Background: an optimization exercise with open tools, aiming at small area. Do not read the settings as production practice.
Only simulation tests tie the RTL to the original design; equivalence was not proved.
Power figures rest on the tool's default switching activity, not on a simulated workload.

==> flow/design.v <==
module flashmap (
    input  wire        clk,
    input  wire        rst,           
    input  wire        cpu_valid,
    input  wire        cpu_we,
    input  wire [15:0] cpu_addr,
    input  wire [7:0]  cpu_wdata,
    output wire        cpu_ready,
    output reg         cpu_rvalid,
    output wire [7:0]  cpu_rdata,
    output wire [18:0] mem_addr,
    output wire        mem_we,
    output wire [7:0]  mem_wdata,
    input  wire [7:0]  mem_rdata,
    output wire [12:0] ram_addr,
    output wire        ram_we,
    output wire [7:0]  ram_wdata,
    input  wire [7:0]  ram_rdata,
    output wire [1:0]  game_slot,
    output wire [2:0]  bank_slot2
);
    localparam [1:0] MODE_NONE = 2'd0;
    localparam [1:0] MODE_ID   = 2'd1;
    localparam [1:0] MODE_SE   = 2'd2;
    localparam [1:0] MODE_BP   = 2'd3;
    reg  [1:0]  game_slot_q;
    reg  [2:0]  bank_slot2_q;
    reg         busy_q;
    reg  [1:0]  mode_q;
    reg  [1:0]  sc_q;
    reg  [1:0]  y_q;
    localparam [13:0] ERASE_POL = 14'b10101010101010;
    reg  [13:0] cnt_q;
    reg         p_q, u_q, v_q;
    wire        accept   = cpu_valid && !busy_q;
    wire        do_read  = accept && !cpu_we;
    wire        do_write = accept && cpu_we;
    wire [1:0]  window   = cpu_addr[15:14];
    wire        in_rom   = (window != 2'd3);
    wire        wr_low   = do_write && in_rom;
    wire        addr_5555 = (cpu_addr == 16'h5555);
    wire        addr_2aaa = (cpu_addr == 16'h2AAA);
    wire        p_aa = addr_5555 && cpu_wdata == 8'hAA;
    wire        p_55 = addr_2aaa && cpu_wdata == 8'h55;
    wire        p_80 = addr_5555 && cpu_wdata == 8'h80;
    wire        p_a0 = addr_5555 && cpu_wdata == 8'hA0;
    wire        p_90 = addr_5555 && cpu_wdata == 8'h90;
    wire seq_step = do_write && (addr_5555 || addr_2aaa);
    wire done_bp  = y_q == 2'd3 && sc_q[0] && p_55;
    wire done_se  = sc_q[1] && p_a0;
    wire done_id  = sc_q[1] && p_90;
    wire seq_done = done_bp || done_se || done_id;
    reg [1:0] y_nx;
    always @(*) begin
        case (y_q)
            2'd0:    y_nx = p_aa ? 2'd1 : 2'd0;
            2'd1:    y_nx = p_55 ? 2'd2 : 2'd0;
            2'd2:    y_nx = p_80 ? 2'd3 : 2'd0;
            default: y_nx = (p_aa && !sc_q[0]) ? 2'd3 : 2'd0;
        endcase
    end
    wire [1:0] sc_nx = {sc_q[0] && p_55, !sc_q[0] && !sc_q[1] && p_aa};
    wire consume    = wr_low && !(seq_step && seq_done);
    wire do_program = consume && mode_q == MODE_BP;
    wire       w0 = window == 2'd0;
    wire       w1 = window == 2'd1;
    wire       sect_neg = game_slot_q == 2'd0 && bank_slot2_q[2:1] == 2'd0 &&
                          (w0 || (w1 && !bank_slot2_q[0]));
    wire       erase_start = consume && mode_q == MODE_SE &&
                             cpu_wdata == 8'h30 && !sect_neg;
    wire [13:0] es      = cnt_q ^ ERASE_POL;      
    wire        es_z    = es[12:0] == 13'd0;
    wire        es_fb   = es[13] ^ es[4] ^ es[2] ^ es[0] ^ es_z;
    wire        erase_end = busy_q && es_z && es[13];
    always @(posedge clk) begin
        if (rst) begin
            game_slot_q  <= 2'd0;
            bank_slot2_q <= 3'd2;
            busy_q       <= 1'b0;
            mode_q       <= MODE_NONE;
            sc_q         <= 2'd0;
            y_q          <= 2'd0;
        end else begin
            if (do_write && cpu_addr == 16'hFFFE)
                game_slot_q <= cpu_wdata[1:0];
            if (do_write && cpu_addr == 16'hFFFF)
                bank_slot2_q <= cpu_wdata[2:0];
            if (seq_step) begin
                sc_q <= sc_nx;
                y_q  <= y_nx;
            end
            if (busy_q) begin
                if (erase_end) begin
                    busy_q <= 1'b0;
                    mode_q <= MODE_NONE;
                end
            end else if (seq_step && seq_done) begin
                if (done_bp)      mode_q <= MODE_BP;
                else if (done_se) mode_q <= MODE_SE;
                else              mode_q <= MODE_ID;
            end else if (erase_start) begin
                busy_q <= 1'b1;
                mode_q <= {w0, w1};
            end else if (consume) begin
                mode_q <= MODE_NONE;
            end
        end
    end
    always @(posedge clk) begin
        if (busy_q && !rst)
            cnt_q <= {es[12:0], es_fb} ^ ERASE_POL;
        else
            cnt_q <= ERASE_POL;
    end
    wire id_rd = window == 2'd0 && mode_q == MODE_ID;
    always @(posedge clk) begin
        cpu_rvalid <= do_read && !rst;
        p_q <= !in_rom;
        u_q <= id_rd && cpu_addr[13:0] != 14'd0;
        v_q <= id_rd && cpu_addr[13:0] != 14'd1;
    end
    wire       sel_mem = !p_q && !u_q && !v_q;
    wire [7:0] cval    = {u_q | v_q, u_q & v_q, u_q | v_q, u_q | v_q,
                          v_q, u_q | v_q, u_q | v_q, u_q | v_q};
    assign cpu_rdata = ({8{p_q}} & ram_rdata) | ({8{sel_mem}} & mem_rdata) | cval;
    wire [4:0] gb  = {game_slot_q, bank_slot2_q};
    wire       brw = busy_q && (mode_q[1] || (mode_q[0] && !gb[0]));
    wire [4:0] bor = {brw && gb[3:1] == 3'd0, brw && gb[2:1] == 2'd0,
                      brw && !gb[1], brw, busy_q && mode_q[0]};
    wire [4:0] wbank = {game_slot_q, window[1] ? bank_slot2_q : {2'd0, window[0]}};
    assign cpu_ready  = !busy_q;
    assign mem_addr   = {game_slot_q ^ bor[4:3],
                         busy_q ? bank_slot2_q ^ bor[2:0] : wbank[2:0],
                         (cnt_q & (cpu_addr[13:0] | {14{busy_q}}) & ERASE_POL) |
                         ((cnt_q | (cpu_addr[13:0] & {14{!busy_q}})) & ~ERASE_POL)};
    assign mem_we     = busy_q || do_program;
    assign mem_wdata  = cpu_wdata | {8{busy_q}};
    assign ram_addr   = cpu_addr[12:0];
    assign ram_we     = do_write && !in_rom;
    assign ram_wdata  = cpu_wdata;
    assign game_slot  = game_slot_q;
    assign bank_slot2 = bank_slot2_q;
endmodule
export LEC_CHECK = 0
export CAP_MARGIN = 20
export CORE_MARGIN = 2
export CORE_UTILIZATION = 40
export CTS_BUF_LIST = sky130_fd_sc_hd__clkbuf_2 sky130_fd_sc_hd__clkbuf_4
export SLEW_MARGIN = 20
create_clock -name core_clock -period 7.0 [get_ports {clk}]
standard.sh (not shown) runs the stock make flow with config.mk's settings and CLKGATE_MAP_FILE= SYNTH_SCRIPT=/design/flow/synth_recipe.tcl, a recipe that flattens the netlist after the stock synthesis.
==> flow/flow/run.sh <==
#!/bin/bash
# Layout flow: the standard synthesis script with an area-oriented ABC
# mapping, then the standard ORFS layout with the smallest buffer
# (buf_1) on every port. Each step's output goes to its own log here.
set -e
F=$(cd "$(dirname "$0")" && pwd)
{ head -n 1 synth_recipe.tcl; cat "$F/abc_override.tcl"; tail -n +2 synth_recipe.tcl; } > area_synth.tcl
export AREA_ABC_SCRIPT="$F/area.abc"
bash standard.sh SYNTH_SCRIPT="$PWD/area_synth.tcl" synth > synth.log 2>&1
bash standard.sh "BUFFER_PORTS_ARGS=-buffer_cell sky130_fd_sc_hd__buf_1" finish > layout.log 2>&1
==> flow/flow/abc_override.tcl <==
# Map with an area-oriented ABC script (flow/area.abc) in place of the
# default speed script; every other argument is kept.
proc abc {args} {
  set i [lsearch -exact $args -script]
  if { $i >= 0 } { lset args [expr { $i + 1 }] $::env(AREA_ABC_SCRIPT) }
  yosys abc {*}$args
}
==> flow/flow/area.abc <==
strash
&get -n
&deepsyn -T 20
&put
dch
amap
The first run finished clean.
Change:
--- a/flow/flow/run.sh
+++ b/flow/flow/run.sh
@@ -3,2 +3,3 @@
-# mapping, then the standard ORFS layout with the smallest buffer
-# (buf_1) on every port. Each step's output goes to its own log here.
+# mapping (flow/area.abc), then the standard ORFS layout with the smallest
+# buffer (buf_1) on every port and a clock tree of one cluster of clkbuf_8
+# buffers without dummy loads. Each step's output goes to its own log here.
@@ -10 +11,3 @@
-bash standard.sh "BUFFER_PORTS_ARGS=-buffer_cell sky130_fd_sc_hd__buf_1" finish > layout.log 2>&1
+bash standard.sh "BUFFER_PORTS_ARGS=-buffer_cell sky130_fd_sc_hd__buf_1" \
+  "CTS_ARGS=-sink_clustering_enable -repair_clock_nets -buf_list sky130_fd_sc_hd__clkbuf_8 -sink_clustering_size 40 -sink_clustering_max_diameter 1000 -dont_use_dummy_load" \
+  finish > layout.log 2>&1
==> flow/flow/area.abc (replaced) <==
strash
&get -n
&deepsyn -T 20
&put
&get -n
&nf -R 1000 -p -C 32 -F 20
&put
Settings changed: CTS_BUF_LIST sky130_fd_sc_hd__clkbuf_2 sky130_fd_sc_hd__clkbuf_4 to unset.
Outcome:
- synthesized area goes down by 1.2%
- setup slack gains 0.11 ns
- sequential cell count stays the same
- non-clock buffer count does not change
- wire length decreases by 0.41%
- maximum frequency came out higher by 2.2%
- power fell by 14%
- die area went down by 1.1%

## static timing again, ports no longer ideal
No port has a modelled driver above. Below, the same layouts with a new extraction and two added sets of constraints.
Step 1 (the two cells are an assumption about what drives the block):
set clk [get_ports {clk}]
set_driving_cell -lib_cell sky130_fd_sc_hd__clkbuf_16 $clk
set_driving_cell -lib_cell sky130_fd_sc_hd__buf_2 [delete_from_list [all_inputs] $clk]
Step 2, shift: input delay + t, output delay - t, t = (earliest + latest rising clock arrival at the registers) / 2. This alone moves slack from input paths to output paths.
Three values: ideal, step 1, step 2; two values: the first two.
| run | shift t [ns] | setup slack, ns | clock arrival spread, ns |
|---|---|---|---|
| the first run | 0.356 | 2.032 / 2.010 / 2.010 | 0.006 / 0.006 |
| the second run | 0.295 | 2.140 / 2.111 / 2.111 | 0.020 / 0.019 |
After both steps setup and hold are still met in every run listed. The setup slack of the second run, which loses most, moves by -0.029 ns with the drivers and by -0.029 ns with both steps.
